What follows belongs to an exercise in optimizing a design on an open flow for small area, a short achievable clock period and few clock cycles per item; a production flow would make more cautious choices.
In this exercise RTL edits were held to simulation tests only and were not proved equivalent to the original.
Power and IR drop assume default switching activity.

JK:
## vrm_core
module vrm_core (
    input  wire        clk,
    input  wire        rst,         
    output reg         mem_req,
    output reg         mem_we,
    output reg  [9:0]  mem_addr,
    output wire [39:0] mem_wdata,
    input  wire        mem_gnt,
    input  wire [39:0] mem_rdata,
    output reg         halted,
    output reg         fatal,
    output reg  [2:0]  reason,      
    output reg  [9:0]  ic,
    output reg  [39:0] tmp,
    output reg  [1:0]  c            
);
    localparam R_INV_ADDRESS = 3'd1;
    localparam R_INV_OP      = 3'd2;
    localparam R_OVERFLOW    = 3'd3;
    localparam R_NON_NUMERIC = 3'd4;
    localparam R_UNSUPPORTED = 3'd5;
    localparam K_CR    = 4'd0;
    localparam K_AD    = 4'd1;
    localparam K_SB    = 4'd2;
    localparam K_ML    = 4'd3;
    localparam K_MD    = 4'd4;
    localparam K_DV    = 4'd5;
    localparam K_CP    = 4'd6;
    localparam K_CM    = 4'd7;
    localparam K_JP    = 4'd8;
    localparam K_JE    = 4'd9;
    localparam K_JL    = 4'd10;
    localparam K_JM    = 4'd11;
    localparam K_HALT  = 4'd12;
    localparam K_UNSUP = 4'd13;
    localparam K_BAD   = 4'd14;
    localparam S_F    = 3'd0;
    localparam S_D    = 3'd1;
    localparam S_X    = 3'd2;
    localparam S_E    = 3'd3;
    localparam S_M    = 3'd4;
    localparam S_DB   = 3'd5;
    localparam S_STOP = 3'd6;
    reg [2:0]  state;
    reg        tnum;        
    reg        ai;          
    reg        bv;          
    reg        pj;          
    reg [3:0]  bk;
    reg [9:0]  ba;
    reg [2:0]  xop;         
    assign mem_wdata = tmp;
    function is_d(input [7:0] ch);
        is_d = (ch[7:4] == 4'h3) && (ch[3:0] <= 4'd9);
    endfunction
    function is_num(input [39:0] w);
        is_num = is_d(w[39:32]) && is_d(w[31:24]) && is_d(w[23:16]) &&
                 is_d(w[15:8]) && is_d(w[7:0]);
    endfunction
    function [19:0] digits(input [39:0] w);
        digits = {w[35:32], w[27:24], w[19:16], w[11:8], w[3:0]};
    endfunction
    function [39:0] ascii(input [19:0] d);
        ascii = {4'h3, d[19:16], 4'h3, d[15:12], 4'h3, d[11:8], 4'h3, d[7:4], 4'h3, d[3:0]};
    endfunction
    function ge5(input [3:0] d);
        ge5 = d[3] | (d[2] & (d[1] | d[0]));
    endfunction
    function [2:0] sub5(input [3:0] d);
        sub5 = {d[3] & d[0], (d[2] & d[1] & d[0]) | (d[3] & !d[0]), !d[0]};
    endfunction
  ...
Size: ~2,900 cells after synthesis, ~150 I/O pins, roughly 22,000 um2 of cells after synthesis.
clock: 12.0 ns
lec_check: 0
cap_margin: 20
core_margin: 2
core_utilization: 40
setup_slack_margin: 5
slew_margin: 20
run.sh (not shown) runs the stock make flow with config.mk's settings and CLKGATE_MAP_FILE= SYNTH_SCRIPT=/design/flow/synth_recipe.tcl, a recipe that flattens the netlist after the stock synthesis.
Testbench counts of JK, summed over its fixed seeds: cycles 72,153, instrs 28,647.
Input-level comparison between MS and JK:
--- a/flow/design.v
+++ b/flow/design.v
@@ -168,28 +168,23 @@
     reg  [3:1]  mq;         
     reg  [4:0]  mdig;       
     reg  [1:0]  mph;        
     reg         m_ml;       
     reg  [23:0] m_y2;       
     reg  [23:0] m_y4;
     reg  [23:0] m_y8;
     wire        in_m   = (state == S_M);
     wire [19:0] m_xw   = m_ml ? mm : td;
     wire [19:0] m_y1   = m_ml ? td : mm;
-    reg  [3:0]  m_x;        
-    wire [3:0]  m_xn   = ({4{mdig[4]}} & m_xw[15:12]) | ({4{mdig[3]}} & m_xw[11:8]) |
-                         ({4{mdig[2]}} & m_xw[7:4])  | ({4{mdig[1]}} & m_xw[3:0]);
-    wire [19:0] m_xs   = (xop == K_ML) ? md : td;
-    wire [4:0]  m_d0   = lz(m_xs);
-    wire [3:0]  m_x0   = ({4{m_d0[4]}} & m_xs[19:16]) | ({4{m_d0[3]}} & m_xs[15:12]) |
-                         ({4{m_d0[2]}} & m_xs[11:8])  | ({4{m_d0[1]}} & m_xs[7:4]) |
-                         ({4{m_d0[0]}} & m_xs[3:0]);
+    wire [3:0]  m_x    = ({4{mdig[4]}} & m_xw[19:16]) | ({4{mdig[3]}} & m_xw[15:12]) |
+                         ({4{mdig[2]}} & m_xw[11:8])  | ({4{mdig[1]}} & m_xw[7:4]) |
+                         ({4{mdig[0]}} & m_xw[3:0]);
     wire [19:0] m_ys   = (xop == K_ML) ? td : md;    
     wire [23:0] m_ys2  = dbl(m_ys, 1'b0);
     wire [23:0] m_ys4  = dbl6(m_ys2);
     wire        m_first = (mph == 2'd0);
     wire [23:0] m_c     = m_first ? {mr[19:0], m_ml ? 4'd0 : m_x} : mr;
     wire        m_c1 = m_ml ? m_x[0] : (m_c >= {4'd0, m_y1});
     wire        m_c2 = m_ml ? m_x[1] : (m_c >= m_y2);
     wire        m_c4 = m_ml ? (m_x[3] | m_x[2]) : (m_c >= m_y4);
     wire        m_c8 = m_ml ? m_x[3] : (m_c >= m_y8);
     wire        m_hi   = m_first && m_c4;
@@ -522,30 +517,28 @@
         if (state == S_X && ai) begin
             bk <= rkind;
             ba <= rarg;
         end
         if (state == S_E) begin
             mm   <= md;
             m_ml <= (xop == K_ML);
             m_y2 <= m_ys2;
             m_y4 <= m_ys4;
             m_y8 <= dbl6(m_ys4);
-            mdig <= m_d0;
-            m_x  <= m_x0;
+            mdig <= lz(xop == K_ML ? md : td);
             mr   <= 24'd0;
             mph  <= 2'd0;
             mq   <= 3'd0;
         end else if (state == S_M) begin
             mr <= m_rn;
             if (m_dend) begin
                 mdig <= {1'b0, mdig[4:1]};
-                m_x  <= m_xn;
                 mph  <= 2'd0;
                 mq   <= 3'd0;
             end else if (m_hi) begin
                 mph   <= 2'd1;
                 mq[3] <= m_c8;
                 mq[2] <= !m_c8;
             end else begin
                 mph   <= 2'd2;
                 mq[1] <= 1'b1;
             end
- Compared with JK, in MS met1 wire length has increased; power in sequential cells fell by about 0.5%; worst path setup slack after routing saw an increase; non-clock buffer total of the final layout saw a decrease.
- Delta(via-per-instance ratio, MS - JK) > 0
- ~same multi-input logic area in MS and JK
Testbench counts of MS, summed over its fixed seeds: cycles 72,153, instrs 28,647.

static timing again, ports no longer ideal:
In the flow no input, the clock included, has a driving cell. The finished layouts below were timed again as built, in two steps.
Step 1 (the two cells are an assumption about what drives the block):
set clk [get_ports {clk}]
set_driving_cell -lib_cell sky130_fd_sc_hd__clkbuf_16 $clk
set_driving_cell -lib_cell sky130_fd_sc_hd__buf_2 [delete_from_list [all_inputs] $clk]
Step 2, shift: input delay + t, output delay - t, t = (earliest + latest rising clock arrival at the registers) / 2. This alone moves slack from input paths to output paths.
Three values: ideal, step 1, step 2; two values: the first two.
run | t, ns | setup WS [ns] | worst setup path after step 2 | cell pins on the clock port's net
JK | 0.669 | 4.397 / 4.397 / 4.019 | input to register | 1
MS | 0.661 | 4.550 / 4.550 / 4.243 | input to register | 1
After both steps setup and hold are still met in every run listed. The setup slack of JK, which loses most, moves by 0.000 ns with the drivers and by -0.378 ns with both steps.
